Source: an optimization exercise on an open RTL-to-GDS flow (aim: small area, a short achievable clock period and few clock cycles per item). Production flows keep margins and buffers that such runs may drop. RTL that was checked went through simulation tests only; none was proved equivalent to the original. No functional check of the RTL was part of runs 3, 5 and 6. Power and IR drop assume default switching activity.

--- design/flow/design.v ---
module wfg_divcalc (
    input  wire        clk,
    input  wire        rst,         
    input  wire        start,       
    input  wire [31:0] sysclk_hz,   
    input  wire [31:0] freq,        
    input  wire [31:0] len,         
    output wire        ready,
    output reg         done,        
    output wire [31:0] divider
);
    reg        a_full;      
    reg        a_fin;       
    reg [31:0] an;          
    reg [31:0] af;          
    reg        afovf;       
    reg [31:0] al;          
    reg [31:0] acc;         
    reg        abig;        
    reg        b_busy;
    reg  [5:0] count;       
    reg        nleft;       
    reg        n2left;      
    reg [31:0] xq;          
    reg [31:0] r;           
    reg [31:0] d;           
    reg        bbig;        
    wire take   = a_full & a_fin & ~b_busy;    
    assign ready   = ~a_full;
    assign divider = {xq[23:0], 8'h00};
    wire [31:0] sum;
    wire        sum_c;
    skl_add #(.W(32)) u_mul (.a(acc), .b(af & {32{al[0]}}), .cin(1'b0), .s(sum), .cout(sum_c));
    wire        ovf_nxt = abig | (al[0] & afovf) | sum_c;
    wire        mul_end = (al[31:1] == 31'd0);
    wire        x1      = nleft & xq[31];
    wire        x2      = n2left & xq[30];
    wire [32:0] t1      = {r, x1};
    wire [32:0] s1;
    wire        q1;      
    skl_add #(.W(33)) u_div1 (.a(t1), .b(~{1'b0, d}), .cin(1'b1), .s(s1), .cout(q1));
    wire [33:0] t2      = {r, x1, x2};
    wire [33:0] s2;
    wire        q2;      
    skl_add #(.W(34)) u_div2 (.a(t2), .b(~{2'b00, d}), .cin(1'b1), .s(s2), .cout(q2));
    wire        room2   = (count >= 6'd10) || (count >= 6'd2 && count <= 6'd8);
    wire        two     = ~q1 & room2;
    wire [31:0] r_two   = q2 ? s2[31:0] : t2[31:0];
    wire  [7:0] x8      = nleft ? xq[31:24] : 8'h00;
    wire [31:0] lo8;
    wire        ge8;     
    skl_add #(.W(32)) u_cmp (.a({r[23:0], x8}), .b(~d), .cin(1'b1), .s(lo8), .cout(ge8));
    wire        skip    = ~ge8 && (r[31:24] == 8'd0) && (count >= 6'd16 || count == 6'd8);
    wire        hi_zero = (xq == 32'd0);    
    wire        clamp   = bbig | ((count == 6'd8) & hi_zero);
    wire  [5:0] cnt_m1  = count - 6'd1;
    wire  [5:0] cnt_m2  = count - 6'd2;
    wire  [5:0] cnt_m8  = count - 6'd8;
    wire  [5:0] cnt_nxt = skip ? cnt_m8 : two ? cnt_m2 : cnt_m1;
    wire        last    = clamp | (count == 6'd1) | ((count == 6'd2) & ~q1) | ((count == 6'd8) & skip);
    always @(posedge clk) begin
        if (rst) begin
            a_full <= 1'b0;
            a_fin  <= 1'b0;
            b_busy <= 1'b0;
            done   <= 1'b0;
        end else begin
            if (!a_full) begin
                a_full <= start;
                a_fin  <= 1'b0;
            end else begin
                if (take)
                    a_full <= 1'b0;
                a_fin <= a_fin | mul_end | abig;
            end
            b_busy <= take | (b_busy & ~last);
            done   <= b_busy & last;
        end
    end
    always @(posedge clk) begin
        if (!a_full) begin
            an    <= sysclk_hz;
            af    <= freq;
            al    <= len;
            acc   <= 32'd0;
            afovf <= 1'b0;
            abig  <= 1'b0;
        end else begin
            af    <= {af[30:0], 1'b0};
            al    <= {1'b0, al[31:1]};
            if (!a_fin) begin
                acc   <= sum;
                afovf <= afovf | af[31];
                abig  <= ovf_nxt;
            end
        end
    end
    always @(posedge clk) begin
        if (take) begin
            xq    <= an;
            r     <= 32'd0;
            d     <= acc;
            bbig  <= abig;
            count <= 6'd40;
            nleft <= 1'b1;
            n2left <= 1'b1;
        end else begin
            r      <= skip ? {r[23:0], x8} : two ? r_two : q1 ? s1[31:0] : t1[31:0];
            count  <= cnt_nxt;
            nleft  <= (cnt_nxt > 6'd8);
            n2left <= (cnt_nxt > 6'd9);
            if (clamp)
                xq[23:0] <= 24'h000100;
            else
                xq <= skip ? {xq[23:0], 8'h00} : two ? {xq[29:0], 1'b0, q2} : {xq[30:0], q1};
        end
    end
endmodule
module skl_add #(parameter integer W = 32) (
    input  wire [W-1:0] a,
    input  wire [W-1:0] b,
    input  wire         cin,
    output wire [W-1:0] s,
    output wire         cout
);
    localparam integer N = W + 1;               
    localparam integer L = (N <= 2) ? 1 : (N <= 4) ? 2 : (N <= 8) ? 3 : (N <= 16) ? 4 : (N <= 32) ? 5 : 6;
    wire [N-1:0] g [0:L];
    wire [N-1:0] p [0:L];
    assign g[0] = {a & b, cin};
    assign p[0] = {a ^ b, 1'b0};
    genvar k, i;
    generate
        for (k = 0; k < L; k = k + 1) begin : lvl
            for (i = 0; i < N; i = i + 1) begin : pos
                if ((i >> k) & 1) begin : comb
                    localparam integer J = ((i >> k) << k) - 1;
                    assign g[k+1][i] = g[k][i] | (p[k][i] & g[k][J]);
                    assign p[k+1][i] = p[k][i] & p[k][J];
                end else begin : pass
                    assign g[k+1][i] = g[k][i];
                    assign p[k+1][i] = p[k][i];
                end
            end
        end
    endgenerate
    assign s    = p[0][W:1] ^ g[L][W-1:0];
    assign cout = g[L][W];
endmodule
--- design/flow/flow/run.sh ---
#!/bin/bash
# Layout flow: the standard flow, with two changes to how the layout is
# made (the constraints, the clock period and the synthesis are unchanged):
#  - the port buffers are buf_2 cells instead of the resizer's default pick
#  - the slow delay cells are not used as repair buffers
#  - timing repair aims for 6.4 ns of setup slack, i.e. paths of at most 3.6 ns
# Each tool's full output goes to a log file in this folder.
set -euo pipefail

# the platform's don't-use list, plus the delay cells
DU="sky130_fd_sc_hd__probe_p_8 sky130_fd_sc_hd__probec_p_8 sky130_fd_sc_hd__lpflow_bleeder_1 sky130_fd_sc_hd__lpflow_clkbufkapwr_1 sky130_fd_sc_hd__lpflow_clkbufkapwr_16 sky130_fd_sc_hd__lpflow_clkbufkapwr_2 sky130_fd_sc_hd__lpflow_clkbufkapwr_4 sky130_fd_sc_hd__lpflow_clkbufkapwr_8 sky130_fd_sc_hd__lpflow_clkinvkapwr_1 sky130_fd_sc_hd__lpflow_clkinvkapwr_16 sky130_fd_sc_hd__lpflow_clkinvkapwr_2 sky130_fd_sc_hd__lpflow_clkinvkapwr_4 sky130_fd_sc_hd__lpflow_clkinvkapwr_8 sky130_fd_sc_hd__lpflow_decapkapwr_12 sky130_fd_sc_hd__lpflow_decapkapwr_3 sky130_fd_sc_hd__lpflow_decapkapwr_4 sky130_fd_sc_hd__lpflow_decapkapwr_6 sky130_fd_sc_hd__lpflow_decapkapwr_8 sky130_fd_sc_hd__lpflow_inputiso0n_1 sky130_fd_sc_hd__lpflow_inputiso0p_1 sky130_fd_sc_hd__lpflow_inputiso1n_1 sky130_fd_sc_hd__lpflow_inputiso1p_1 sky130_fd_sc_hd__lpflow_inputisolatch_1 sky130_fd_sc_hd__lpflow_isobufsrc_1 sky130_fd_sc_hd__lpflow_isobufsrc_16 sky130_fd_sc_hd__lpflow_isobufsrc_2 sky130_fd_sc_hd__lpflow_isobufsrc_4 sky130_fd_sc_hd__lpflow_isobufsrc_8 sky130_fd_sc_hd__lpflow_isobufsrckapwr_16 sky130_fd_sc_hd__lpflow_lsbuf_lh_hl_isowell_tap_1 sky130_fd_sc_hd__lpflow_lsbuf_lh_hl_isowell_tap_2 sky130_fd_sc_hd__lpflow_lsbuf_lh_hl_isowell_tap_4 sky130_fd_sc_hd__lpflow_lsbuf_lh_isowell_4 sky130_fd_sc_hd__lpflow_lsbuf_lh_isowell_tap_1 sky130_fd_sc_hd__lpflow_lsbuf_lh_isowell_tap_2 sky130_fd_sc_hd__lpflow_lsbuf_lh_isowell_tap_4"
DU="$DU sky130_fd_sc_hd__clkdlybuf4s15_1 sky130_fd_sc_hd__clkdlybuf4s15_2 sky130_fd_sc_hd__clkdlybuf4s18_1 sky130_fd_sc_hd__clkdlybuf4s18_2 sky130_fd_sc_hd__clkdlybuf4s25_1 sky130_fd_sc_hd__clkdlybuf4s25_2 sky130_fd_sc_hd__clkdlybuf4s50_1 sky130_fd_sc_hd__clkdlybuf4s50_2 sky130_fd_sc_hd__dlygate4sd1_1 sky130_fd_sc_hd__dlygate4sd2_1 sky130_fd_sc_hd__dlygate4sd3_1 sky130_fd_sc_hd__dlymetal6s2s_1 sky130_fd_sc_hd__dlymetal6s4s_1 sky130_fd_sc_hd__dlymetal6s6s_1"

# the standard synthesis, unchanged
bash standard.sh synth > synth.log 2>&1

# floorplan to final layout
bash standard.sh "DONT_USE_CELLS=$DU" "BUFFER_PORTS_ARGS=-buffer_cell sky130_fd_sc_hd__buf_2" SETUP_SLACK_MARGIN=6.4 finish > layout.log 2>&1
--- design/flow/standard.sh ---
#!/bin/bash
# synth_recipe.tcl (not shown) runs the flow's synth.tcl, then flattens the netlist and writes it again
# the make line also repeats each setting of config.mk as NAME=value (left out here)
make -C /OpenROAD-flow-scripts/flow DESIGN_CONFIG=/design/flow/config.mk WORK_HOME=/design/flow/orfs CLKGATE_MAP_FILE= SYNTH_SCRIPT=/design/flow/synth_recipe.tcl "${@:-finish}"
--- design/flow/config.mk ---
export PLATFORM = sky130hd
export DESIGN_NAME = wfg_divcalc
export DESIGN_NICKNAME = wfg_divcalc
export VERILOG_FILES = /design/flow/design.v
export SDC_FILE = /design/flow/constraint.sdc
export NUM_CORES = 4
export LEC_CHECK = 0
export CAP_MARGIN = 20
export CORE_MARGIN = 2
export CORE_UTILIZATION = 40
export PLACE_DENSITY = 0.6
export SLEW_MARGIN = 20
--- design/flow/constraint.sdc ---
create_clock -name core_clock -period 10.0 [get_ports {clk}]
set_input_delay 2.0000 -clock core_clock [delete_from_list [all_inputs] [get_ports {clk}]]
set_output_delay 2.0000 -clock core_clock [all_outputs]
set_load 0.01 [all_outputs]
==> summary.txt, run 1 <==
Initial antenna violation count: 0. Total DRC errors in the routed layout: 0. The synthesis warning total is 4, and the post-layout minimum cycle time is 3.48 ns. In this run the register-to-register setup slack is 6.52 ns. In the synthesized netlist, the number of instances is 1562.

Total via count in the routed design: 11985. The initialized floorplan defines 70 standard-cell rows. The tools report the worst slew margin relative to its limit as 0.238. STA classifies the critical path startpoint as a flop. TritonCTS built the clock tree. The floorplan step set the die height to 195 µm. The clock-pin slew reported for the worst setup and hold paths after clock tree synthesis was 0.06 ns; the count of antenna-violating nets left after detailed routing was 0.

For this design the ratio of total power to cell area is 267 mW/mm². The min-delay analysis places its worst path in the category flop to flop. The total clock buffers created by CTS is 28. At the end of the flow, the number of nets in the layout was 1910. The slew at the pin closest to its max-slew limit is 1.14 ns, and the overall routed net length is 38800 µm. The type of the worst setup path is flop to flop. In this run the most critical hold path is launched from an[0].

The tools report the number of hold violations in the final report as 0. The flow ran to the end and the layout has no timing, DRC or antenna violations. Maximum VDD drop: 0.141 mV. The run gives 3 as the deepest clock path buffer count.

The logs give 0.0382 mm² for the total die area and 7.29 nW for the static leakage power. Leading register cell type out of synthesis: sky130_fd_sc_hd__dfxtp_1. Entering global routing, the biggest net connects 58 pins. The count of flip-flops with a built-in enable after synthesis works out to 73. The root buffer cell chosen for the clock tree is sky130_fd_sc_hd__clkbuf_16.

The synthesized netlist contains 83 unique library cells. The fraction of the yosys area taken by sequential cells was 0.376; the data arrival time of the worst path was 3.98 ns. The post-route clock skew was 0.0140 ns; the width of the die was 195 µm. Max-cap violations in this run came to 0.

Counting the fill cells in the layout gives 3476. After global routing the overflow that remains totals 0. Setup repair after global routing could not meet its margin everywhere.

The proportion of synthesized flip-flops having asynchronous set or reset was 0; the cell depth of the worst hold path was 2. The number of cells traversed by the worst register-to-register path is 13, and the data required time at the worst endpoint is 10.50 ns. The number of pins exceeding their max-slew limit in the final report was 0; the average detailed-routed wire length per instance was 18.0 µm. For this run, the top clock speed supported by timing is 287 MHz.

Synthesis inferred 239 register bits. The number of sinks driven by the clock tree came out at 239. The first TritonRoute pass finished after 5 iterations. 133 I/O pins were placed. End point of the most critical hold path: xq[0]. The final worst-path cycle share was 0.348; the count of buffers inserted at the top-level ports was 124.

Setup violations remaining at the end of the flow were counted as 0. The first global-routing pass estimated 60600 µm of wire. The total number of H-tree levels is 1. The run gives 0 as the number of inserted diodes. Launching point of the worst reg2reg path: xq[25]. The combined area of all synthesized cells is 0.0147 mm².

The core region is 0.0363 mm². The critical path endpoint category is a flop. Overall power consumption after layout is estimated at 4.47 mW. Effective utilization at floorplan: 0.403. The worst register-to-register path ends at r[28]. The DRC marker count from the first detailed-route iteration was 858; the placed wire-length estimate was 27400 µm.

At the later pin of the worst-skew pair, clock insertion delay measures 0.55 ns. For the total global routing track utilization, the log shows 0.195. The share of post-route cells with drive strength above 1 came out at 0.188. The area growth from synthesis to layout is 14.2%.

A synthesized cell averages 9.38 µm². Placer's final routability congestion estimate: 0.911. The utilization after layout was 0.460. The tools report the via count of the first global-routing pass as 11540.

In this run the worst path has a maximum fanout of 31. Adding up every negative setup slack in the final design gives 0 ns. Vias per cell: 5.57. The number of buffers added to fix hold violations after cts came out at 0.
[layer usage]
metal	up-vias	GRT usage	part of all wire
met1	5645	0.266	0.46
met2	370	0.321	0.45
met4	0	0.0571	0.029
met3	79	0.0307	0.058
met5	-	0	0
li1	5891	-	-
[worst max path at each step]
stage / start / end / slack (ns) / depth (start not counted)
global placement: xq[31] / r[10] / 5.47 / 14
CTS: xq[31] / r[15] / 6.40 / 14
detailed placement: xq[31] / r[10] / 5.26 / 14
floorplan: al[0] / acc[31] / 6.61 / 18
global route: xq[25] / nleft / 6.29 / 13
finish: xq[25] / r[28] / 6.52 / 13
[power by group]
group	switching, mW	total, mW	leakage [nW]	internal, mW
sequential	0.240	1.41	2.07	1.17
clock	0.425	1.01	0.451	0.589
combinational	1.14	2.05	4.76	0.909
[sequential cells by signal, indices dropped and copies added (netlist names), 6 cells and up]
register / flops
af: 32
acc: 32
al: 32
r: 32
an: 32
d: 32
xq: 32
count: 6
[critical path, cell delays in order (launching register included)]
cell                       delay [ns]
sky130_fd_sc_hd__edfxtp_1        0.48
sky130_fd_sc_hd__and2_1          0.23
sky130_fd_sc_hd__ha_1            0.27
sky130_fd_sc_hd__o21ai_0         0.06
sky130_fd_sc_hd__a31oi_1         0.27
sky130_fd_sc_hd__o21ai_0         0.14
sky130_fd_sc_hd__a31oi_1         0.36
sky130_fd_sc_hd__o21ai_2         0.18
sky130_fd_sc_hd__and2_1          0.20
sky130_fd_sc_hd__buf_4           0.25
sky130_fd_sc_hd__nor3_4          0.41
sky130_fd_sc_hd__nand2_1         0.25
sky130_fd_sc_hd__a21oi_1         0.21
sky130_fd_sc_hd__a211o_1         0.11
[layout by cell type, fill, tap and decap left out, types with 40 or more instances in the layout]
cell,instances
sky130_fd_sc_hd__buf_2,134
sky130_fd_sc_hd__dfxtp_1,162
sky130_fd_sc_hd__a31oi_1,43
sky130_fd_sc_hd__mux2_2,65
sky130_fd_sc_hd__nand2_1,148
sky130_fd_sc_hd__inv_1,66
sky130_fd_sc_hd__ha_1,135
sky130_fd_sc_hd__nor2_1,96
sky130_fd_sc_hd__o21ai_0,78
sky130_fd_sc_hd__and2_1,44
sky130_fd_sc_hd__a21o_1,40
sky130_fd_sc_hd__a21oi_1,103
sky130_fd_sc_hd__edfxtp_1,73
[Yosys cell counts (19+ instances only)]
master | number | area share
sky130_fd_sc_hd__nor2_1 | 97 | 0.025
sky130_fd_sc_hd__o21ai_0 | 79 | 0.027
sky130_fd_sc_hd__clkbuf_1 | 38 | 0.0097
sky130_fd_sc_hd__a31oi_1 | 44 | 0.019
sky130_fd_sc_hd__a21o_1 | 41 | 0.021
sky130_fd_sc_hd__buf_4 | 33 | 0.017
sky130_fd_sc_hd__dfxtp_1 | 166 | 0.23
sky130_fd_sc_hd__edfxtp_1 | 73 | 0.15
sky130_fd_sc_hd__nand3_1 | 33 | 0.011
sky130_fd_sc_hd__a21oi_1 | 104 | 0.036
sky130_fd_sc_hd__mux2i_1 | 19 | 0.013
sky130_fd_sc_hd__xnor2_1 | 33 | 0.020
sky130_fd_sc_hd__and2_1 | 44 | 0.019
sky130_fd_sc_hd__nor3_1 | 23 | 0.0079
sky130_fd_sc_hd__ha_1 | 135 | 0.12
sky130_fd_sc_hd__inv_1 | 68 | 0.017
sky130_fd_sc_hd__nand2_1 | 151 | 0.039
sky130_fd_sc_hd__nor4_1 | 20 | 0.0085
sky130_fd_sc_hd__mux2_2 | 65 | 0.050
sky130_fd_sc_hd__xor2_1 | 28 | 0.017
[cell families after synthesis]
logic type | after synthesis | share of synthesized area
compound gates | 410 | 0.185
xor+xnor | 61 | 0.0365
fa+ha+maj | 148 | 0.133
buf+inv | 164 | 0.0519
flops | 239 | 0.376
mux | 92 | 0.0691
other cells | 1 | 0.000256
simple gates | 447 | 0.147
[final cells by class]
| class | count | area (µm²) | area share |
|---|---|---|---|
| inverters | 69 | 268 | 0.0160 |
| flip-flops and latches | 239 | 5530 | 0.330 |
| repair buffers | 157 | 820 | 0.0490 |
| well taps | 468 | 586 | 0.0350 |
| clock inverters | 16 | 131 | 0.00785 |
| multi-input cells | 1168 | 8610 | 0.514 |
| clock buffers | 36 | 792 | 0.0473 |
[through the flow]
step	std cells	hold slack (ns)	cell area (µm²)	worst slack, ns
6_report	2153	0.447	16700	6.52
3_3_place_gp	2077	0.439	15400	5.47
2_1_floorplan	1569	0.418	14700	6.61
5_1_grt	2153	0.482	16700	6.29
4_1_cts	2135	0.455	16500	6.40
3_5_place_dp	2077	0.441	15400	5.26
[timing repair]
item | CTS | global route
setup buffers | 5 | 17
resized for setup | 36 | 27
gates cloned | 1 | 1
pin swaps | 3 | 13
setup endpoints to repair | 140 | 63
Testbench counts, summed over its fixed seeds: cycles 16,935, items 1,024.
==> run 2, diff against run 1 <==
--- a/design/flow/config.mk
+++ b/design/flow/config.mk
@@ -8,5 +8,7 @@
 export CAP_MARGIN = 20
 export CORE_MARGIN = 2
 export CORE_UTILIZATION = 40
+export CTS_BUF_LIST = sky130_fd_sc_hd__clkbuf_4
+export CTS_CLUSTER_SIZE = 12
 export PLACE_DENSITY = 0.6
 export SLEW_MARGIN = 20
==> summary.txt, run 2 <==
After synthesis, the cell types taking the most area are sky130_fd_sc_hd__dfxtp_1, sky130_fd_sc_hd__edfxtp_1, sky130_fd_sc_hd__ha_1. The pre-antenna-repair detailed-routing pass consisted of 5 iterations. The tools report the total global routing track utilization as 0.200. During I/O placement, the number of pins put on the boundary was 133. In the final design database the tool counted 1961 nets. The run gives 0.376 as the fraction of the yosys area taken by sequential cells. In this run the power spent charging and discharging nets is 1.81 mW. TritonCTS built the clock tree.

Each instance of the synthesized netlist takes up on average 9.38 µm². Setup repair after global routing could not meet its margin everywhere. The library cell used most frequently in the layout, excluding fill and tap cells, is sky130_fd_sc_hd__dfxtp_1.

The floorplan core area was 0.0363 mm². The combined area of all synthesized cells is 0.0147 mm². The power density over the cells is 264 mW/mm², and the setup slack at placement is 5.26 ns. The layout has 3507 filler cells. The logs give 0.251 for the worst slew margin relative to its limit and 0.118 mV for the maximum VDD drop. The library cells used most frequently in the layout, excluding fill and tap cells, are sky130_fd_sc_hd__dfxtp_1, sky130_fd_sc_hd__nand2_1, sky130_fd_sc_hd__buf_2. The number of placement rows was 70.

The leading register cell type out of synthesis was sky130_fd_sc_hd__dfxtp_1. The global-route met1 utilization was 0.261. The logs give 0.0635 ns for the post-route clock skew and 0.911 for the placer's final routability congestion estimate.

On the worst path, the slowest cell contributes a delay of 0.55 ns. Met2 demand-to-capacity share in global routing: 0.322. Detailed routing inserted a total of 12328 vias.

For the data required time at the worst endpoint, the log shows 10.63 ns. The type of the worst setup path is flop to flop. Number of pins exceeding their max-slew limit in the final report: 0. Clock tree synthesis found a total of 239 sinks. The switching part of the total power came out at 0.409.

The worst setup path is launched from a flop. Synthesis inferred 239 register bits. The initial antenna violation count was 1. By count the netlist is led by sky130_fd_sc_hd__dfxtp_1, sky130_fd_sc_hd__nand2_1, sky130_fd_sc_hd__ha_1, sky130_fd_sc_hd__a21oi_1, sky130_fd_sc_hd__nor2_1.

Fraction of power consumed by combinational cells: 0.465. After detailed routing, the number of vias per cell comes to 5.52. The area share of the leading cell type in the synthesized netlist works out to 0.227. From left edge to right edge, the die measures 195 µm. The completed layout was analyzed and its total power is 4.43 mW. For this run, the number of Yosys warnings is 4.

The tools report the critical path endpoint category as a flop. The run gives 1562 as the instance count of the mapped netlist. The share of post-route cells with drive strength above 1 works out to 0.220.

The run gives 27400 µm as the placed wire-length estimate. For the number of max-capacitance violations reported, the log shows 0. In the post-route analysis, the smallest setup slack over all paths is 6.51 ns. The synthesis-to-layout area growth came out at 14.5%.

Dividing the detail-routed wire length by the instance count gives 17.5 µm. The slew at the pin closest to its max-slew limit works out to 1.12 ns. The first global-routing pass estimated 61300 µm of wire. The clock-pin slew reported for the worst setup and hold paths after clock tree synthesis came out at 0.06 ns. Summed over all layers, the routed wires come to 39000 µm. Worst-case hold slack: 0.440 ns. Buffers placed on the I/O ports in this run total 124. The tree is rooted in a sky130_fd_sc_hd__clkbuf_4.

The register share of total power is 0.319. The proportion of synthesized flip-flops having asynchronous set or reset came out at 0. The path class of the tightest hold or removal check is flop to flop.

Together, buffers and inverters on the worst path number 2. The post-synthesis cell type count was 83. In this run the static leakage power is 7.41 nW. The via count of the first global-routing pass is 11896, and the clock network power share is 0.217.

Deepest clock path buffer count: 3. Grouping stages by cell kind, the critical path spends the most delay in compound AO/OA/AOI/OAI gates. For this run the aggregate overflow at the end of global routing stands at 0.

The DRC marker count from the first detailed-route iteration came out at 881. The global routing's busiest layer was met2. The effective utilization at floorplan came out at 0.403.

The most common cell in the synthesized netlist is sky130_fd_sc_hd__dfxtp_1. Walking the worst path, the cells encountered are inv_1 > ha_1 > a22oi_1 > o21ai_0 > o211a_1 > o31a_1 > nand2_4 > buf_8 > o221ai_1 > and2_1 > nor2b_1. Clock latency on the worst-skew pair, taken at its later pin, is 0.74 ns. Total die area: 0.0382 mm².

Leading area contributor after synthesis: sky130_fd_sc_hd__dfxtp_1. Largest fanout on the critical path: 56. Summed over all failing endpoints, the final setup total negative slack is 0 ns. On the critical path, the stage with the largest delay is an instance of sky130_fd_sc_hd__o21ai_0. The flow ran to the end and the layout has no timing, DRC or antenna violations.

The cell internal power dissipation is 2.62 mW. The largest net degree at the start of global routing came out at 58. For the maximum achievable frequency, the log shows 286 MHz.

The met3 routing resource usage after global routing came out at 0.0440. The final worst-path cycle share works out to 0.349. The number of hold violations in the final report came out at 0. The run gives 3 as the total number of H-tree levels. The logs give 69 for the total clock buffers created by CTS and 0 for the number of setup violations in the final report. The count of flip-flops with a built-in enable after synthesis was 73. At the worst endpoint, the arrival time is 4.13 ns.

After detailed routing, the number of remaining DRC violations is 0. The die height was 195 µm. The routed design could run at a clock period as short as 3.49 ns.

Once detail routing completed, the nets flagged for antenna violations numbered 0.
-- run 2: cells by family after synthesis --
kind of cell	synth area share
flops	0.376
compound gates	0.185
fa+ha+maj	0.133
mux	0.0691
other cells	0.000256
buf+inv	0.0519
simple gates	0.147
xor+xnor	0.0365
-- run 2: metrics by stage --
stage | utilization | area [µm²] | instances
after floorplan | - | 14700 | 1569
after global placement | 0.425 | 15400 | 2077
after detailed placement | 0.425 | 15400 | 2077
after CTS | 0.454 | 16500 | 2207
after global routing | 0.461 | 16800 | 2235
final | 0.461 | 16800 | 2235
-- run 2: worst paths after layout --
| path | from | to | slack, ns | cells after the start |
|---|---|---|---|---|
| min | acc[29] | d[29] | 0.44 | 0 |
| max | count[1] | done | 6.51 | 11 |
| min reg2reg | acc[29] | d[29] | 0.44 | 0 |
| max reg2reg | count[1] | done | 6.51 | 11 |
-- run 2: final cells by class --
class	instances	area [µm²]	share of cell area
Antenna cell	1	2.50	0.000149
Clock buffer	104	781	0.0466
Clock inverter	19	139	0.00828
Inverter	69	270	0.0161
Multi-Input combinational cell	1168	8600	0.513
Sequential cell	239	5530	0.329
Tap cell	468	586	0.0349
Timing Repair Buffer	167	865	0.0516
-- run 2: repair_timing --
| action | in CTS | in global routing |
|---|---|---|
| hold buffers | 0 | 0 |
| resized for setup | 37 | 24 |
| pin swaps | 3 | 12 |
| setup buffers | 6 | 26 |
| gates cloned | 1 | 1 |
| endpoints found under the setup margin | 136 | 65 |
-- run 2: power groups by stage --
stage	sequential, mW	combinational (mW)	clock (mW)
final	1.41	2.06	0.960
after global routing	1.43	2.28	1.04
after CTS	1.40	1.96	0.995
after detailed placement	1.42	1.90	0
after global placement	1.42	1.87	0
after floorplan	1.32	1.54	0
-- run 2: worst reg2reg max path: cells and delay by family, from the launching register on --
| family | cells | cell delay (ns) |
|---|---|---|
| compound gates | 5 | 1.65 |
| fa+ha+maj | 1 | 0.27 |
| flops | 1 | 0.38 |
| simple gates | 3 | 0.65 |
| buf+inv | 2 | 0.46 |
-- run 2: layer usage --
| layer | vias to the layer above | routed length (µm) |
|---|---|---|
| met5 | - | 0 |
| li1 | 6022 | - |
| met3 | 81 | 2900 |
| met4 | 0 | 1020 |
| met2 | 431 | 17800 |
| met1 | 5794 | 17300 |
==> run 3, diff against run 2 <==
--- a/design/flow/design.v
+++ b/design/flow/design.v
@@ -110,7 +110,7 @@
             nleft  <= (cnt_nxt > 6'd8);
             n2left <= (cnt_nxt > 6'd9);
             if (clamp)
-                xq[23:0] <= 24'h000100;
+                xq <= 32'h0000_0100;
             else
                 xq <= skip ? {xq[23:0], 8'h00} : two ? {xq[29:0], 1'b0, q2} : {xq[30:0], q1};
         end
--- a/design/flow/config.mk
+++ b/design/flow/config.mk
@@ -8,7 +8,5 @@
 export CAP_MARGIN = 20
 export CORE_MARGIN = 2
 export CORE_UTILIZATION = 40
-export CTS_BUF_LIST = sky130_fd_sc_hd__clkbuf_4
-export CTS_CLUSTER_SIZE = 12
 export PLACE_DENSITY = 0.6
 export SLEW_MARGIN = 20
==> summary.txt, run 3 <==
The signal on the critical path passes through buf_12 > and2_4 > ha_4 > or4_4 > a21oi_4 > nor2_4 > a21oi_4 > o31ai_4 > a221o_1 > a41o_1 > o21a_1 > nor2_2 > fa_1 > nor2_1 > a21oi_1 > nor2_1. The clock network power share is 0.224, and the instance count of the mapped netlist is 1630. The number of hold buffers added after CTS was 0.

Static timing analysis puts the maximum clock frequency at 281 MHz. Via count of the first global-routing pass: 12052. For the number of sinks driven by the clock tree, the log shows 239. The run gives 0.273 as the worst slew margin relative to its limit. The power density over the cells was 271 mW/mm². The switching part of the total power came out at 0.412.

Among all stages on the critical path, the largest delay is contributed by sky130_fd_sc_hd__or4_4. The run gives 0 as the total DRC errors in the routed layout. The global-route wire length before repair came out at 64500 µm. In this run the worst hold path is classified as flop to flop. TritonCTS built the clock tree.

The run gives 47 as the largest net degree at the start of global routing. No sink is reached through more buffers than the 3 on the longest clock path. The top cell types in the final layout, fill and taps aside, are sky130_fd_sc_hd__dfxtp_1, sky130_fd_sc_hd__nand2_1, sky130_fd_sc_hd__buf_2.

The logs give 0.914 for the placer's final routability congestion estimate and 0.00545 mm² for the footprint of the flip-flops and latches. The mean instance size in the synthesized netlist was 9.00 µm². Yosys attributes the largest share of cell area to sky130_fd_sc_hd__dfxtp_1, sky130_fd_sc_hd__edfxtp_1, sky130_fd_sc_hd__ha_1.

Effective utilization at floorplan: 0.404. The leading register cell type out of synthesis was sky130_fd_sc_hd__dfxtp_1. The final worst-path cycle share is 0.356, and the cell internal power dissipation is 2.68 mW. On the final layout, the worst clock skew is 0.0117 ns. The largest fanout on the critical path was 8. The analysis attributes to cell leakage a power of 7.26 nW. The fraction of power consumed by combinational cells is 0.470, and the clock-pin slew reported for the worst setup and hold paths after clock tree synthesis is 0.06 ns. The logs give 0 for the number of pins exceeding their max-slew limit in the final report and 970 for the DRC marker count from the first detailed-route iteration. The boundary pin count came out at 133. Yosys mapped the design onto 81 distinct sky130hd cell types. The initial antenna violation count was 1. CTS placed an instance of sky130_fd_sc_hd__clkbuf_16 at the clock tree root.

The share of post-route cells with drive strength above 1 works out to 0.181. At the end of the flow, the number of nets in the layout was 1972. Final hold analysis gives a worst-case slack of 0.448 ns.

The tools report the data required time at the worst endpoint as 10.47 ns. Worst min-delay path startpoint: an[4]. The leading area contributor after synthesis was sky130_fd_sc_hd__dfxtp_1. For the total number of H-tree levels, the log shows 1. Tracing the worst setup path back leads to its startpoint at al[0]. The logs give 3468 for the count of fill cells added during filler insertion and 4.03 ns for the data arrival time of the worst path. STA classifies the critical path endpoint as a flop. The synthesis-to-layout area growth came out at 14.9%. For the number of hold violations in the final report, the log shows 0. The maximum VDD drop came out at 0.151 mV. For this run, the detailed router's first-pass iteration total came to 5. Counting I/O delays and the setup requirement, the final critical path takes 3.56 ns.

In this run, synthesis inferred 65 flip-flops with an integrated enable. Count of antenna-violating nets left after detailed routing: 0. After synthesis the cells add up to 0.0147 mm². By startpoint and endpoint, the worst setup path is classified as flop to flop. The tools report the number of max-capacitance violations reported as 0. The total congestion overflow is 0, and the fraction of the yosys area taken by sequential cells is 0.371.

Launching point of the worst reg2reg path: al[0]. The run finished with no timing, DRC or antenna violations. The register share of total power was 0.306. Setup violations remaining at the end of the flow were counted as 0.

The HPWL after detailed placement is 29300 µm. The total net switching power is 1.88 mW, and the total clock buffers created by CTS is 27. Area share of the leading cell type in the synthesized netlist: 0.238. Setup repair after global routing could not meet its margin everywhere.

The vias per cell came out at 5.61. The buffer and inverter count on the worst path is 1. The average detailed-routed wire length per instance is 18.6 µm, and the total die area is 0.0382 mm².

The worst setup path is launched from a flop. The total global routing track utilization is 0.210. The utilization after layout was 0.464; the floorplan core area was 0.0363 mm². The kind of cell with the highest combined delay along the critical path is compound AO/OA/AOI/OAI gates. For this run, the number of Yosys warnings is 4.

The biggest cell delay along the critical path works out to 0.54 ns. The die height works out to 195 µm. The total via count in the routed design is 12431. The proportion of synthesized flip-flops having asynchronous set or reset came out at 0. Leaving out fill and tap cells, the most frequent cell in the layout is sky130_fd_sc_hd__dfxtp_1. The final sum of negative setup slack was 0 ns; the clock latency on the worst-skew pair was 0.55 ns. Summing all multi-input logic gate instances after layout gives 0.00876 mm².

The most frequent cell after synthesis was sky130_fd_sc_hd__dfxtp_1. The number of storage elements in the synthesis netlist came out at 239. In this run the tool buffered the top-level ports with 124 buffer cells. By count the netlist is led by sky130_fd_sc_hd__dfxtp_1, sky130_fd_sc_hd__nand2_1, sky130_fd_sc_hd__a21oi_1, sky130_fd_sc_hd__ha_1, sky130_fd_sc_hd__o21ai_0. The slew at the pin closest to its max-slew limit came out at 1.09 ns. In this run the horizontal extent of the chip is 195 µm. The total power was 4.57 mW; the overall routed net length was 41100 µm. The initialized floorplan defines 70 standard-cell rows.
==> run 3: changes by cell type in the layout (fill, tap and decap cells not counted), sizes merged, moves of 9 or more <==
cell | before | now
a21oi | 106 | 135
a22o | 15 | 1
clkbuf | 105 | 42
clkinv | 16 | 6
a31oi | 45 | 12
a21o | 41 | 30
o21ai | 82 | 134
nand3 | 33 | 72
buf | 166 | 154
nand2 | 153 | 162
==> run 3: path summary, 6_finish.rpt <==
path,end,slack (ns),depth (start not counted)
worst min register to register,xq[4],0.45,2
worst min-delay path,xq[4],0.45,2
worst max-delay path,acc[31],6.44,16
worst max register to register,acc[31],6.44,16
==> run 3: layout make-up <==
| cell class | count | share of cell area |
|---|---|---|
| Timing Repair Buffer | 156 | 0.0504 |
| Tap cell | 468 | 0.0347 |
| Multi-Input combinational cell | 1229 | 0.520 |
| Clock inverter | 10 | 0.00512 |
| Antenna cell | 1 | 0.000148 |
| Clock buffer | 40 | 0.0498 |
| Sequential cell | 239 | 0.323 |
| Inverter | 74 | 0.0171 |
==> run 3: worst min-delay path: stages, from the launching register on <==
cell                       delay (ns)
sky130_fd_sc_hd__edfxtp_1        0.32
sky130_fd_sc_hd__nand2_1         0.04
sky130_fd_sc_hd__o21ai_0         0.06
==> run 3: stage by stage <==
stage / worst slack (ns) / instances / instance area, µm²
global route: 6.29 / 2217 / 16900
floorplan: 6.44 / 1637 / 14700
finish: 6.44 / 2217 / 16900
global placement: 5.34 / 2145 / 15500
detailed placement: 5.26 / 2145 / 15500
CTS: 6.39 / 2204 / 16600
==> run 3: logic make-up (layout without fill, tap and decap cells) <==
logic type,Yosys count,in the layout,synth area share
fa+ha+maj,146,146,0.131
buf+inv,172,280,0.0537
flops,239,239,0.371
mux,93,93,0.0692
other cells,1,9,0.000256
simple gates,494,496,0.160
compound gates,414,415,0.173
xor+xnor,71,71,0.0424
==> run 3: per-layer routing <==
metal | share of wire | GRT usage | wire length, µm
met4 | 0.033 | 0.0851 | 1360
met5 | 0 | 0 | 0
met2 | 0.46 | 0.343 | 19100
met3 | 0.059 | 0.0268 | 2440
met1 | 0.44 | 0.281 | 18200
==> run 3: repair_timing <==
action                     4_1_cts  5_1_grt
gates resized for setup         36       57
pin swaps                        6       20
gates cloned                     2        1
setup endpoints to repair      109       44
setup buffers                    7       11
==> run 3: power by group through the flow <==
stage                     combinational, mW  sequential, mW  clock (mW)
after floorplan                        1.58            1.30           0
after global placement                 1.95            1.41           0
after detailed placement               1.97            1.41           0
after CTS                              2.05            1.39        1.04
after global routing                   2.38            1.41        1.08
final                                  2.15            1.40        1.02
==> run 4, diff against run 3 <==
--- a/design/flow/design.v
+++ b/design/flow/design.v
@@ -110,7 +110,7 @@
             nleft  <= (cnt_nxt > 6'd8);
             n2left <= (cnt_nxt > 6'd9);
             if (clamp)
-                xq <= 32'h0000_0100;
+                xq[23:0] <= 24'h000100;
             else
                 xq <= skip ? {xq[23:0], 8'h00} : two ? {xq[29:0], 1'b0, q2} : {xq[30:0], q1};
         end
--- a/design/flow/flow/run.sh
+++ b/design/flow/flow/run.sh
@@ -1,10 +1,4 @@
 #!/bin/bash
-# Layout flow: the standard flow, with two changes to how the layout is
-# made (the constraints, the clock period and the synthesis are unchanged):
-#  - the port buffers are buf_2 cells instead of the resizer's default pick
-#  - the slow delay cells are not used as repair buffers
-#  - timing repair aims for 6.4 ns of setup slack, i.e. paths of at most 3.6 ns
-# Each tool's full output goes to a log file in this folder.
 set -euo pipefail
 
 # the platform's don't-use list, plus the delay cells
@@ -15,4 +9,4 @@
 bash standard.sh synth > synth.log 2>&1
 
 # floorplan to final layout
-bash standard.sh "DONT_USE_CELLS=$DU" "BUFFER_PORTS_ARGS=-buffer_cell sky130_fd_sc_hd__buf_2" SETUP_SLACK_MARGIN=6.4 finish > layout.log 2>&1
+bash standard.sh "DONT_USE_CELLS=$DU" "BUFFER_PORTS_ARGS=-buffer_cell sky130_fd_sc_hd__buf_4" SETUP_SLACK_MARGIN=6.0 finish > layout.log 2>&1
==> summary.txt, run 4 <==
Worst setup margin: 6.21 ns. The clock latency on the worst-skew pair is 0.56 ns, and the fraction of the yosys area taken by sequential cells is 0.376. Counting every instance in the synthesized netlist gives 1562. The met3 routing resource usage after global routing is 0.0295. Setup total negative slack on the finished layout was measured at 0 ns. The detailed router finished its first iteration with 788 violations.

The biggest area contributor in the post-synthesis netlist is sky130_fd_sc_hd__dfxtp_1. The share of post-route cells with drive strength above 1 came out at 0.175. The critical path endpoint category was an output port. Ranked by total cell area, the synthesized netlist is headed by sky130_fd_sc_hd__dfxtp_1, sky130_fd_sc_hd__edfxtp_1, sky130_fd_sc_hd__ha_1. The number of setup violations in the final report was 0; the number of inserted diodes was 0. The clock-pin slew reported for the worst setup and hold paths after clock tree synthesis was 0.06 ns.

The logs give 11895 for the total via count in the routed design and 38900 µm for the overall routed net length. The worst setup path is of the flop to output port kind. TritonCTS built the clock tree. The top cell types in the final layout, fill and taps aside, are sky130_fd_sc_hd__dfxtp_1, sky130_fd_sc_hd__nand2_1, sky130_fd_sc_hd__ha_1.

The worst-path cell with the longest stage delay was sky130_fd_sc_hd__dfxtp_4. The met2 demand-to-capacity share in global routing came out at 0.332. The total clock buffers created by CTS was 27; the length of the first detailed-routing pass in iterations was 5.

Power comes to 4.48 mW. The buffer and inverter count on the worst path was 2. Port buffering added 124 buffers. The placed wire-length estimate came out at 28000 µm.

The startpoint type of the worst setup path was a flop. Sorting the synthesized cells by how often they occur yields sky130_fd_sc_hd__dfxtp_1, sky130_fd_sc_hd__nand2_1, sky130_fd_sc_hd__ha_1, sky130_fd_sc_hd__a21oi_1, sky130_fd_sc_hd__nor2_1. The worst slew margin relative to its limit was 0.252; the via count of the first global-routing pass was 11784. The most common cell in the synthesized netlist is sky130_fd_sc_hd__dfxtp_1. The largest net degree at the start of global routing is 62. Derived from the worst setup path, the maximum achievable clock frequency is 264 MHz.

The floorplan step set the die height to 195 µm. The analysis attributes to cell leakage a power of 7.30 nW. The run gives 0 as the count of antenna-violating nets left after detailed routing. The number of sinks driven by the clock tree is 239. The number of pins exceeding their max-slew limit in the final report is 0.

The total global routing track utilization is 0.200, and the proportion of synthesized flip-flops having asynchronous set or reset is 0. The run gives 0 as the total congestion overflow. The run finished with no timing, DRC or antenna violations.

Final net count: 1892. For the data arrival time of the worst path, the log shows 1.79 ns. In the synthesized netlist the dominant register cell turns out to be sky130_fd_sc_hd__dfxtp_1. Relative to the synthesized area, the layout overhead comes to 15.0%.

Setup repair after global routing left no endpoint under its margin. The run gives 0.272 as the global-route met1 utilization. The setup slack at placement is 5.28 ns, and the number of placement rows is 70. The floorplan step set the die width to 195 µm. Using the TritonRoute via totals, the vias-per-cell ratio works out to 5.57. The global-route wire length before repair is 62300 µm. The count of flip-flops with a built-in enable after synthesis was 73; the maximum VDD drop was 0.141 mV.

For the boundary pin count, the log shows 133. The run gives 0 as the number of hold violations in the final report. The root buffer cell chosen for the clock tree is sky130_fd_sc_hd__clkbuf_16. The total number of H-tree levels is 1.

The deepest clock path buffer count was 3. For the worst reg-to-reg setup slack, the log shows 6.21 ns. In this run the worst path has a maximum fanout of 33. The slew at the pin closest to its max-slew limit came out at 1.12 ns. Most common cell after layout, fill and taps aside: sky130_fd_sc_hd__dfxtp_1. The average detailed-routed wire length per instance was 18.2 µm; the placer's final routability congestion estimate was 0.909. Yosys printed 4 warnings.

The worst hold path belongs to the class flop to flop. The critical path goes through inv_2 > buf_4. The mean instance size in the synthesized netlist came out at 9.38 µm². Grouping stages by cell kind, the critical path spends the most delay in buffers and inverters.

The area share of the leading cell type in the synthesized netlist is 0.227, and the post-synthesis cell type count is 83. Summing every instance area after synthesis gives 0.0147 mm². The total die area was 0.0382 mm².

The effective utilization at floorplan was 0.403. The number of max-capacitance violations reported came out at 0. Initial antenna violation count: 0. The utilization after layout came out at 0.463. Power spread over the standard cell area amounts to 266 mW/mm². The total DRC errors in the routed layout came out at 0.

The biggest cell delay along the critical path is 0.61 ns. Data on the critical path is required at its endpoint by 8.00 ns. Final worst-path cycle share: 0.379.

The global routing stage identified its most utilized layer as met2. Between clock sinks in the finished design, the worst skew comes to 0.0116 ns. The floorplan core area was 0.0363 mm²; the number of storage elements in the synthesis netlist was 239.

Counting I/O delays and the setup requirement, the final critical path takes 3.79 ns.
==> run 4: area by class of cell <==
class,instances,area [µm²]
flip-flops and latches,239,5520
clock inverters,16,211
fillers,3446,19500
clock buffers,34,743
repair buffers,139,1020
multi-input cells,1169,8500
inverters,69,265
well taps,468,586
==> run 4: final timing paths <==
kind                              end  cells after the start    from
worst max-delay path            ready                      2  a_full
worst min-delay path            xq[0]                      2   an[0]
worst max register to register  r[22]                     11    r[3]
worst min register to register  xq[0]                      2   an[0]
==> run 4: cell families after synthesis <==
group	count (synthesis)	share of synthesized area
simple gates	447	0.147
fa+ha+maj	148	0.133
other cells	1	0.000256
mux	92	0.0691
xor+xnor	61	0.0365
buf+inv	164	0.0519
compound gates	410	0.185
flops	239	0.376
==> run 4: worst register-to-register path: cells and delay by family, from the launching register on <==
family	cells	cell delay [ns]
and+or+nand+nor	1	0.37
DFF	1	0.57
buffers and inverters	1	0.35
adders and majority gates	1	0.34
AOI/OAI and AO/OA	8	2.05
==> run 4: where the power goes <==
part           total, mW  switching, mW  internal (mW)
combinational       2.00           1.13          0.876
sequential          1.42          0.244           1.17
clock               1.06          0.428          0.637
==> run 4: repair_timing <==
action | 4_1_cts | 5_1_grt
cloned | 1 | 2
setup endpoints to repair | 86 | 77
pin swaps | 1 | 3
hold buffers | 0 | 0
setup buffers | 0 | 5
gates resized for setup | 17 | 12
==> run 4: stage by stage <==
step,instances,cell area [µm²],hold slack [ns]
after global routing,2134,16800,0.491
after global placement,2076,15700,0.438
after CTS,2127,16800,0.450
final,2134,16800,0.447
after detailed placement,2076,15700,0.436
after floorplan,1569,14700,0.418
==> run 4: metal layers <==
metal,routed length [µm],share of wire
met2,17600,0.45
met3,2340,0.060
met4,957,0.025
met5,0,0
met1,18000,0.46
Testbench counts of run 4, summed over its fixed seeds: cycles 16,935, items 1,024.
==> run 5, diff against run 4 <==
--- a/design/flow/design.v
+++ b/design/flow/design.v
@@ -56,7 +56,8 @@
     wire  [5:0] cnt_m1  = count - 6'd1;
     wire  [5:0] cnt_m2  = count - 6'd2;
     wire  [5:0] cnt_m8  = count - 6'd8;
-    wire  [5:0] cnt_nxt = skip ? cnt_m8 : two ? cnt_m2 : cnt_m1;
+    wire  [5:0] cnt_q0  = skip ? cnt_m8 : room2 ? cnt_m2 : cnt_m1;
+    wire  [5:0] cnt_nxt = q1 ? cnt_m1 : cnt_q0;
     wire        last    = clamp | (count == 6'd1) | ((count == 6'd2) & ~q1) | ((count == 6'd8) & skip);
     always @(posedge clk) begin
         if (rst) begin
@@ -105,14 +106,16 @@
             nleft <= 1'b1;
             n2left <= 1'b1;
         end else begin
-            r      <= skip ? {r[23:0], x8} : two ? r_two : q1 ? s1[31:0] : t1[31:0];
+            r      <= q1 ? s1[31:0] : skip ? {r[23:0], x8} : room2 ? r_two : t1[31:0];
             count  <= cnt_nxt;
             nleft  <= (cnt_nxt > 6'd8);
             n2left <= (cnt_nxt > 6'd9);
             if (clamp)
-                xq[23:0] <= 24'h000100;
+                xq <= 32'h0000_0100;
+            else if (q1)
+                xq <= {xq[30:0], 1'b1};
             else
-                xq <= skip ? {xq[23:0], 8'h00} : two ? {xq[29:0], 1'b0, q2} : {xq[30:0], q1};
+                xq <= skip ? {xq[23:0], 8'h00} : room2 ? {xq[29:0], 1'b0, q2} : {xq[30:0], 1'b0};
         end
     end
 endmodule
--- a/design/flow/flow/run.sh
+++ b/design/flow/flow/run.sh
@@ -1,4 +1,10 @@
 #!/bin/bash
+# Layout flow: the standard flow, with two changes to how the layout is
+# made (the constraints, the clock period and the synthesis are unchanged):
+#  - the port buffers are buf_4 cells instead of the resizer's default pick
+#  - the slow delay cells are not used as repair buffers
+#  - timing repair aims for 6.4 ns of setup slack, i.e. paths of at most 3.6 ns
+# Each tool's full output goes to a log file in this folder.
 set -euo pipefail
 
 # the platform's don't-use list, plus the delay cells
@@ -9,4 +15,4 @@
 bash standard.sh synth > synth.log 2>&1
 
 # floorplan to final layout
-bash standard.sh "DONT_USE_CELLS=$DU" "BUFFER_PORTS_ARGS=-buffer_cell sky130_fd_sc_hd__buf_4" SETUP_SLACK_MARGIN=6.0 finish > layout.log 2>&1
+bash standard.sh "DONT_USE_CELLS=$DU" "BUFFER_PORTS_ARGS=-buffer_cell sky130_fd_sc_hd__buf_4" SETUP_SLACK_MARGIN=6.4 finish > layout.log 2>&1
==> summary.txt, run 5 <==
The worst setup path is of the flop to flop kind. The area share of the leading cell type in the synthesized netlist was 0.238. IR analysis of the VDD net gives a maximum drop of 0.147 mV.

Power spread over the standard cell area amounts to 269 mW/mm². Yosys printed 4 warnings. TritonCTS built the clock tree. The run gives 0.287 as the global-route met1 utilization. The total power was 4.66 mW. The detailed router placed 12633 vias in this run. The most common cell after layout, fill and taps aside was sky130_fd_sc_hd__dfxtp_1.

Measured along the y axis, the die boundary spans 195 µm. Critical path's most frequent cell: sky130_fd_sc_hd__a21o_1. The post-layout minimum cycle time was 3.51 ns; the clock latency on the worst-skew pair was 0.55 ns. The tools report the post-route clock skew as 0.0102 ns. The biggest cell delay along the critical path was 0.89 ns; the worst slew margin relative to its limit was 0.299.

Sorting the synthesized cells by how often they occur yields sky130_fd_sc_hd__dfxtp_1, sky130_fd_sc_hd__nand2_1, sky130_fd_sc_hd__ha_1, sky130_fd_sc_hd__nor2_1, sky130_fd_sc_hd__a21oi_1. For the total global routing track utilization, the log shows 0.209. The leading register cell type out of synthesis is sky130_fd_sc_hd__dfxtp_1. STA classifies the critical path startpoint as a flop.

For this run the aggregate overflow at the end of global routing stands at 0. The run gives 0.426 ns as the worst-case hold slack. The proportion of synthesized flip-flops having asynchronous set or reset was 0. After floorplanning, the core was divided into 70 placement rows. The run gives 64700 µm as the global-route wire length before repair. The cell at the root of the clock tree was sky130_fd_sc_hd__clkbuf_16. Counting both buffers and inverters, the worst setup path holds a total of 0.

Synthesis inferred 239 register bits. Across the run, the number of max-cap violations was 0. sky130_fd_sc_hd__dfxtp_1 is the most common cell in the netlist. At the end of the flow, the number of nets in the layout was 1985. The total clock buffers created by CTS is 26, and the floorplan core area is 0.0363 mm². The fraction of the yosys area taken by sequential cells was 0.371; the share of post-route cells with drive strength above 1 was 0.210. The run gives 0 as the count of antenna-violating nets left after detailed routing. The signal on the critical path passes through ha_1 > a21o_1 > a21o_1 > a2111oi_2 > nor3_1 > a21o_1 > o31ai_2 > nor3_1 > a31oi_1 > a41oi_1. The combined area of all synthesized cells was 0.0147 mm²; the utilization after layout was 0.478.

The first detailed-routing pass ran for 6 iterations. The largest net degree at the start of global routing was 53; the number of setup violations in the final report was 0. At the end of routability-driven placement, the weighted congestion stood at 0.885. Counting the fill cells in the layout gives 3443.

In this run, the number of DRC markers left after iteration 0 of detailed routing was 976. The slowest stage of the critical path belongs to the cell sky130_fd_sc_hd__o31ai_2. During I/O placement, the number of pins put on the boundary was 133. Using the TritonRoute via totals, the vias-per-cell ratio works out to 5.68. 0 antenna diodes ended up in the layout. The layer flagged by global routing as most heavily used is met2.

The clock net in this run drives a total of 239 sinks. The count of buffers inserted at the top-level ports works out to 124. Setup repair after global routing could not meet its margin everywhere. The cell family contributing the most delay on the critical path is compound AO/OA/AOI/OAI gates. The total number of H-tree levels is 1, and the met2 demand-to-capacity share in global routing is 0.338. For the total die area, the log shows 0.0382 mm². The tools report the effective utilization at floorplan as 0.403.

Post-synthesis cell type count: 74. Class of the most critical hold timing path: flop to flop. The worst setup margin was 6.49 ns; the count of flip-flops with a built-in enable after synthesis was 65. Leading area contributor after synthesis: sky130_fd_sc_hd__dfxtp_1. For the worst setup path, the data required time is 10.39 ns. For this run, design rule violations remaining after detail routing come to 0. The initial antenna violation count is 0. Yosys attributes the largest share of cell area to sky130_fd_sc_hd__dfxtp_1, sky130_fd_sc_hd__edfxtp_1, sky130_fd_sc_hd__ha_1. The met3 routing resource usage after global routing was 0.0302. The data arrival time of the worst path came out at 3.91 ns.

The library cells used most frequently in the layout, excluding fill and tap cells, are sky130_fd_sc_hd__dfxtp_1, sky130_fd_sc_hd__nand2_1, sky130_fd_sc_hd__buf_4. The final worst-path cycle share is 0.351. The number of hold violations in the final report came out at 0. After detailed routing, the total wire length is 41600 µm. The critical path endpoint category is a flop. Via count of the first global-routing pass: 12126. From synthesis to final layout, the design area changed by 18.5%. Summed over all cells, the static leakage comes to 7.37 nW.

The floorplan step set the die width to 195 µm. For the number of pins exceeding their max-slew limit in the final report, the log shows 0. The average detailed-routed wire length per instance is 18.7 µm, and the final sum of negative setup slack is 0 ns. After legalization and detailed placement, the total HPWL measured 29100 µm. The slew at the pin closest to its max-slew limit works out to 1.04 ns.

Each instance of the synthesized netlist takes up on average 9.07 µm². The largest fanout on the critical path came out at 13. The clock-pin slew reported for the worst setup and hold paths after clock tree synthesis works out to 0.06 ns. The run finished with no timing, DRC or antenna violations.

The setup slack at placement came out at 5.23 ns. The maximum achievable frequency is 284 MHz, and the deepest clock path buffer count is 3. Counting every instance in the synthesized netlist gives 1615.
==> run 5: cell types whose count changed after synthesis, sizes merged, moves of 15 or more <==
cell,change
nand2,-15
o2111ai,+20
clkbuf,+17
nor2,+20
nor3,+33
a31oi,-23
o21ai,+27
==> run 5: path summary, 6_finish.rpt <==
check / slack (ns) / depth (start not counted) / end / startpoint
max: 6.49 / 10 / r[22] / r[22]
min: 0.43 / 2 / xq[16] / an[16]
max reg2reg: 6.49 / 10 / r[22] / r[22]
min reg2reg: 0.43 / 2 / xq[16] / an[16]
==> run 5: cell families (layout without fill, tap and decap cells) <==
kind of cell               Yosys count  in the layout  share of synthesized area
AOI/OAI and AO/OA                  405            407                      0.178
xor gates and xnor gates            68             68                     0.0406
adders and majority gates          148            148                      0.133
buffers and inverters              177            309                     0.0561
DFF                                239            239                      0.371
muxes                               75             75                     0.0565
other                                1              8                   0.000256
and+or+nand+nor                    502            504                      0.165
==> run 5: worst register-to-register path: stages (launching register included) <==
cell and delay [ns]:
sky130_fd_sc_hd__dfxtp_1 0.51, sky130_fd_sc_hd__ha_1 0.34, sky130_fd_sc_hd__a21o_1 0.20, sky130_fd_sc_hd__a21o_1 0.21, sky130_fd_sc_hd__a2111oi_2 0.38, sky130_fd_sc_hd__nor3_1 0.12, sky130_fd_sc_hd__a21o_1 0.25, sky130_fd_sc_hd__o31ai_2 0.89
sky130_fd_sc_hd__nor3_1 0.13, sky130_fd_sc_hd__a31oi_1 0.20, sky130_fd_sc_hd__a41oi_1 0.13
==> run 5: metal layers <==
metal  share of wire  vias up
met2            0.46      485
met1            0.45     5965
li1                -     6092
met3           0.066       91
met4           0.029        0
met5               0        -
==> run 5: what timing repair did <==
item,in CTS,in global routing
gates cloned,3,2
setup endpoints to repair,122,63
gates resized for setup,37,92
pin swaps,6,28
buffers inserted,30,24
hold buffers,0,0
==> run 5: power breakdown <==
part	leakage (nW)	internal, mW	total [mW]	switching [mW]
sequential	2.06	1.19	1.46	0.276
combinational	4.92	0.982	2.29	1.30
clock	0.386	0.513	0.914	0.401
total	7.37	2.68	4.66	1.98
==> run 5: through the flow <==
step                      instance area, µm²  cells
after floorplan                        14700   1622
after global placement                 15700   2119
after detailed placement               15700   2119
after CTS                              16800   2200
after global routing                   17400   2226
final                                  17400   2226
==> run 5: area by class of cell <==
cell class,instances,area (µm²),area share
tap,468,586,0.0337
clock inverter,16,129,0.00743
timing repair buffer,191,1320,0.0763
inverter,70,268,0.0154
multi-input combinational,1210,8920,0.514
clock buffer,32,683,0.0394
sequential,239,5450,0.314
==> run 6, diff against run 5 <==
--- a/design/flow/design.v
+++ b/design/flow/design.v
@@ -25,6 +25,7 @@
     reg [31:0] r;           
     reg [31:0] d;           
     reg        bbig;        
+    reg        skip;        
     wire take   = a_full & a_fin & ~b_busy;    
     assign ready   = ~a_full;
     assign divider = {xq[23:0], 8'h00};
@@ -46,19 +47,19 @@
     wire        room2   = (count >= 6'd10) || (count >= 6'd2 && count <= 6'd8);
     wire        two     = ~q1 & room2;
     wire [31:0] r_two   = q2 ? s2[31:0] : t2[31:0];
-    wire  [7:0] x8      = nleft ? xq[31:24] : 8'h00;
-    wire [31:0] lo8;
-    wire        ge8;     
-    skl_add #(.W(32)) u_cmp (.a({r[23:0], x8}), .b(~d), .cin(1'b1), .s(lo8), .cout(ge8));
-    wire        skip    = ~ge8 && (r[31:24] == 8'd0) && (count >= 6'd16 || count == 6'd8);
+    wire [31:0] lo16;
+    wire        ge16;    
+    skl_add #(.W(32)) u_cmp (.a({r[15:0], xq[31:16]}), .b(~d), .cin(1'b1), .s(lo16), .cout(ge16));
+    wire        skip_n  = skip & ~ge16 & (r[31:16] == 16'd0) & (count >= 6'd24);
+    wire        skip_0  = (acc[31:8] != 24'd0) | (acc[7:0] > an[31:24]);
+    wire  [7:0] x8      = xq[31:24];
     wire        hi_zero = (xq == 32'd0);    
     wire        clamp   = bbig | ((count == 6'd8) & hi_zero);
     wire  [5:0] cnt_m1  = count - 6'd1;
     wire  [5:0] cnt_m2  = count - 6'd2;
     wire  [5:0] cnt_m8  = count - 6'd8;
-    wire  [5:0] cnt_q0  = skip ? cnt_m8 : room2 ? cnt_m2 : cnt_m1;
-    wire  [5:0] cnt_nxt = q1 ? cnt_m1 : cnt_q0;
-    wire        last    = clamp | (count == 6'd1) | ((count == 6'd2) & ~q1) | ((count == 6'd8) & skip);
+    wire  [5:0] cnt_nxt = skip ? cnt_m8 : two ? cnt_m2 : cnt_m1;
+    wire        last    = clamp | (count == 6'd1) | ((count == 6'd2) & ~q1);
     always @(posedge clk) begin
         if (rst) begin
             a_full <= 1'b0;
@@ -105,17 +106,17 @@
             count <= 6'd40;
             nleft <= 1'b1;
             n2left <= 1'b1;
+            skip  <= skip_0;
         end else begin
-            r      <= q1 ? s1[31:0] : skip ? {r[23:0], x8} : room2 ? r_two : t1[31:0];
+            r      <= skip ? {r[23:0], x8} : two ? r_two : q1 ? s1[31:0] : t1[31:0];
             count  <= cnt_nxt;
+            skip   <= skip_n;
             nleft  <= (cnt_nxt > 6'd8);
             n2left <= (cnt_nxt > 6'd9);
             if (clamp)
-                xq <= 32'h0000_0100;
-            else if (q1)
-                xq <= {xq[30:0], 1'b1};
+                xq[23:0] <= 24'h000100;
             else
-                xq <= skip ? {xq[23:0], 8'h00} : room2 ? {xq[29:0], 1'b0, q2} : {xq[30:0], 1'b0};
+                xq <= skip ? {xq[23:0], 8'h00} : two ? {xq[29:0], 1'b0, q2} : {xq[30:0], q1};
         end
     end
 endmodule
--- a/design/flow/flow/run.sh
+++ b/design/flow/flow/run.sh
@@ -1,7 +1,7 @@
 #!/bin/bash
 # Layout flow: the standard flow, with two changes to how the layout is
 # made (the constraints, the clock period and the synthesis are unchanged):
-#  - the port buffers are buf_4 cells instead of the resizer's default pick
+#  - the port buffers are buf_2 cells instead of the resizer's default pick
 #  - the slow delay cells are not used as repair buffers
 #  - timing repair aims for 6.4 ns of setup slack, i.e. paths of at most 3.6 ns
 # Each tool's full output goes to a log file in this folder.
@@ -15,4 +15,4 @@
 bash standard.sh synth > synth.log 2>&1
 
 # floorplan to final layout
-bash standard.sh "DONT_USE_CELLS=$DU" "BUFFER_PORTS_ARGS=-buffer_cell sky130_fd_sc_hd__buf_4" SETUP_SLACK_MARGIN=6.4 finish > layout.log 2>&1
+bash standard.sh "DONT_USE_CELLS=$DU" "BUFFER_PORTS_ARGS=-buffer_cell sky130_fd_sc_hd__buf_2" SETUP_SLACK_MARGIN=6.4 finish > layout.log 2>&1
==> summary.txt, run 6 <==
Total clock buffers created by CTS: 28. Total global routing track utilization: 0.215. The run finished with no timing, DRC or antenna violations. The logs give 3 for the deepest clock path buffer count and 2175 for the final cell count without fillers.

The class of the most critical hold timing path was flop to flop. The repair_antennas step left the layout with diodes totalling 0. The cell area that synthesis handed to floorplanning was 0.0147 mm². The number of buffers added to fix hold violations after cts is 0, and the biggest cell delay along the critical path is 0.43 ns.

The floorplan step set the die height to 196 µm. In this run the power density over the cells is 271 mW/mm². Setup repair after global routing could not meet its margin everywhere. The finished cells cover 0.0170 mm².

Summed over all cells, the static leakage comes to 7.33 nW. For this run, design rule violations remaining after detail routing come to 0. The top cell types in the final layout, fill and taps aside, are sky130_fd_sc_hd__dfxtp_1, sky130_fd_sc_hd__ha_1, sky130_fd_sc_hd__buf_2. In this run the remaining antenna-violating nets after routing total 0. The post-route clock skew is 0.0101 ns, and the synthesis-to-layout area growth is 15.8%. Setup violations remaining at the end of the flow were counted as 0.

In this run the critical register-to-register path is captured at r[10]. Number of cells traversed by the worst register-to-register path: 17. Along the worst hold path, the cell count comes to 2. The floorplan core area was 0.0363 mm². By area the synthesized netlist is led by sky130_fd_sc_hd__dfxtp_1, sky130_fd_sc_hd__edfxtp_1, sky130_fd_sc_hd__ha_1. The buffer and inverter count on the worst path is 4. By instance count, the leading cell after synthesis is sky130_fd_sc_hd__dfxtp_1. Counting the fill cells in the layout gives 3422. The tools report the end point of the most critical hold path as xq[21]. The first detailed-routing pass ran for 5 iterations. The startpoint type of the worst setup path is a flop. The startpoint identified for the worst register-to-register timing path is xq[31].

Worst min-delay path startpoint: an[21]. In the synthesized netlist, the cells that appear most often are sky130_fd_sc_hd__dfxtp_1, sky130_fd_sc_hd__a21oi_1, sky130_fd_sc_hd__ha_1, sky130_fd_sc_hd__nand2_1, sky130_fd_sc_hd__o21ai_0. The boundary pin count was 133. The run gives 0.151 mV as the maximum VDD drop.

The worst-path cell with the longest stage delay is sky130_fd_sc_hd__edfxtp_1. STA classifies the critical path endpoint as a flop. The count of buffers added on input and output ports is 124. Subtracting the final worst setup slack from the clock period gives 3.54 ns. Max-cap violations in this run came to 0. The average detailed-routed wire length per instance is 19.1 µm, and the global-route wire length before repair is 65400 µm.

The final worst-path cycle share came out at 0.354. The logs give 0.886 for the placer's final routability congestion estimate and 0 for the initial antenna violation count. The detailed router finished its first iteration with 826 violations. Dividing the detail-routed via count by the number of cells gives 5.59. The category of cells accounting for the largest share of critical-path delay is compound AO/OA/AOI/OAI gates.

The logs give 11976 for the via count of the first global-routing pass and 12165 for the total via count in the routed design. For the total congestion overflow, the log shows 0. The data required time at the worst endpoint is 10.42 ns, and the total number of H-tree levels is 1.

Entering global routing, the biggest net connects 73 pins. Data arrives at the worst endpoint at 3.96 ns. For the fraction of the yosys area taken by sequential cells, the log shows 0.377. For the worst slew margin relative to its limit, the log shows 0.285.

In this run the register-to-register setup slack is 6.46 ns. In the synthesized netlist, the number of instances is 1557. Total die area: 0.0383 mm².

The proportion of synthesized flip-flops having asynchronous set or reset came out at 0. Counting flops and latches in the post-synthesis netlist gives 240. The leading register cell type out of synthesis was sky130_fd_sc_hd__dfxtp_1. The mean instance size in the synthesized netlist works out to 9.43 µm². For the synthesis warning total, the log shows 4. For the worst-skew pair, the clock arrives at the later sink with an insertion delay of 0.56 ns. The number of pins exceeding their max-slew limit in the final report is 0, and the placed wire-length estimate is 29400 µm. The final net count is 1940, and the share of post-route cells with drive strength above 1 is 0.189. In this run the worst path has a maximum fanout of 5. The critical path goes through nand2_2 > inv_2 > ha_1 > nor2b_1 > o2111ai_2 > nand3_2 > a31o_4 > a31o_4 > o311ai_4 > nand2_4 > a41oi_4 > buf_8 > buf_8 > buf_1 > mux2_1 > nand2_1 > a221oi_1. The number of placement rows was 70; the width of the die was 196 µm.

The area share of the leading cell type in the synthesized netlist was 0.228; the placement-stage cell area was 0.0156 mm². The overall routed net length is 41600 µm, and the total power is 4.61 mW. For the pin with the worst max-slew slack, the measured transition is 1.07 ns. Number of cells after detailed placement: 2088. TritonCTS built the clock tree. The library cell used most frequently in the layout, excluding fill and tap cells, is sky130_fd_sc_hd__dfxtp_1. The final sum of negative setup slack was 0 ns. The number of different library cells used by synthesis comes to 82.

The effective utilization at floorplan came out at 0.404. The synthesized design contains 73 enable-type register cells. The number of hold violations in the final report is 0, and the maximum achievable frequency is 283 MHz.

Type of the worst setup path: flop to flop. Clock-pin slew was measured on the worst setup and hold paths at 0.06 ns. Cell at the root of the clock tree: sky130_fd_sc_hd__clkbuf_16. Number of sinks driven by the clock tree: 240.

sky130_fd_sc_hd__dfxtp_1 takes more of the synthesized area than any other cell.
==> run 6: logic make-up (layout without fill, tap and decap cells) <==
family | Yosys count | in the layout | share of synthesized area
DFF | 240 | 240 | 0.377
other | 1 | 8 | 0.000255
xor gates and xnor gates | 69 | 69 | 0.0412
AOI/OAI and AO/OA | 405 | 406 | 0.173
muxes | 103 | 103 | 0.0768
and+or+nand+nor | 434 | 434 | 0.146
buffers and inverters | 149 | 291 | 0.0457
adders and majority gates | 156 | 156 | 0.140
==> run 6: stage by stage <==
step / worst slack [ns] / util / hold slack (ns)
2_1_floorplan: 6.56 / - / 0.418
3_3_place_gp: 5.21 / 0.429 / 0.431
3_5_place_dp: 5.15 / 0.429 / 0.436
4_1_cts: 6.38 / 0.460 / 0.450
5_1_grt: 6.35 / 0.468 / 0.472
6_report: 6.46 / 0.468 / 0.445
==> run 6: timing repair <==
| action | in CTS | in global routing |
|---|---|---|
| setup endpoints to repair | 94 | 39 |
| pin swaps | 3 | 20 |
| gates resized for setup | 30 | 44 |
| setup buffers | 7 | 25 |
| gates cloned | 2 | 1 |
==> run 6: worst max-delay path by stage <==
stage               slack [ns]  endpoint  startpoint  cells past startpoint
finish                    6.46     r[10]      xq[31]                     17
global route              6.35     r[10]      xq[31]                     17
global placement          5.21      r[5]      xq[31]                     15
CTS                       6.38     r[19]      xq[31]                     15
floorplan                 6.56   acc[31]       al[0]                     18
detailed placement        5.15     r[16]      xq[31]                     15
==> run 6: layout make-up <==
cell class	count	area [µm²]	share of cell area
multi-input cells	1176	8680	0.511
flip-flops and latches	240	5550	0.326
repair buffers	170	985	0.0579
clock buffers	38	769	0.0453
well taps	468	586	0.0344
inverters	69	267	0.0157
clock inverters	14	165	0.00972
==> run 6: worst reg2reg max path, delay by kind of cell, from the launching register on <==
kind | cells | cell delay [ns]
compound gates | 6 | 1.37
fa+ha+maj | 1 | 0.26
buf+inv | 4 | 0.43
flops | 1 | 0.43
mux | 1 | 0.33
simple gates | 5 | 0.59
==> run 6: power by group <==
group	internal [mW]	switching, mW
combinational	0.981	1.17
clock	0.619	0.424
sequential	1.17	0.241
total	2.77	1.83
==> run 6: layer usage <==
layer,global-route usage,part of all wire,vias to the layer above
met2,0.345,0.45,385
met3,0.0368,0.062,93
li1,-,-,5917
met1,0.291,0.45,5770
met4,0.0817,0.034,0
met5,0,0,-

[port drivers added, routing unchanged]
No port has a modelled driver above. Below, the same layouts with a new extraction and two added sets of constraints. Step 1 (the two cells are an assumption about what drives the block):
set clk [get_ports {clk}]
set_driving_cell -lib_cell sky130_fd_sc_hd__clkbuf_16 $clk
set_driving_cell -lib_cell sky130_fd_sc_hd__buf_2 [delete_from_list [all_inputs] $clk]
Step 2 times the ports against the registers' clock, not the clock port: input delays grow and output delays shrink by t, the midpoint of the rising clock arrivals with the driver on. a / b / c = ideal ports / drivers / drivers and shift; a / b = the first two.
run	shift t [ns]	slack for setup (ns)	worst hold slack (ns)
run 1	0.597	6.516 / 6.470 / 6.516	0.447 / 0.447 / 0.447
run 2	0.750	6.509 / 6.501 / 6.509	0.440 / 0.440 / 0.440
run 3	0.589	6.442 / 6.442 / 6.442	0.448 / 0.448 / 0.448
run 4	0.604	6.206 / 6.156 / 6.209	0.447 / 0.447 / 0.447
run 5	0.594	6.485 / 6.484 / 6.485	0.426 / 0.426 / 0.426
run 6	0.605	6.465 / 6.465 / 6.465	0.445 / 0.445 / 0.445
After both steps every run listed still meets setup and hold.
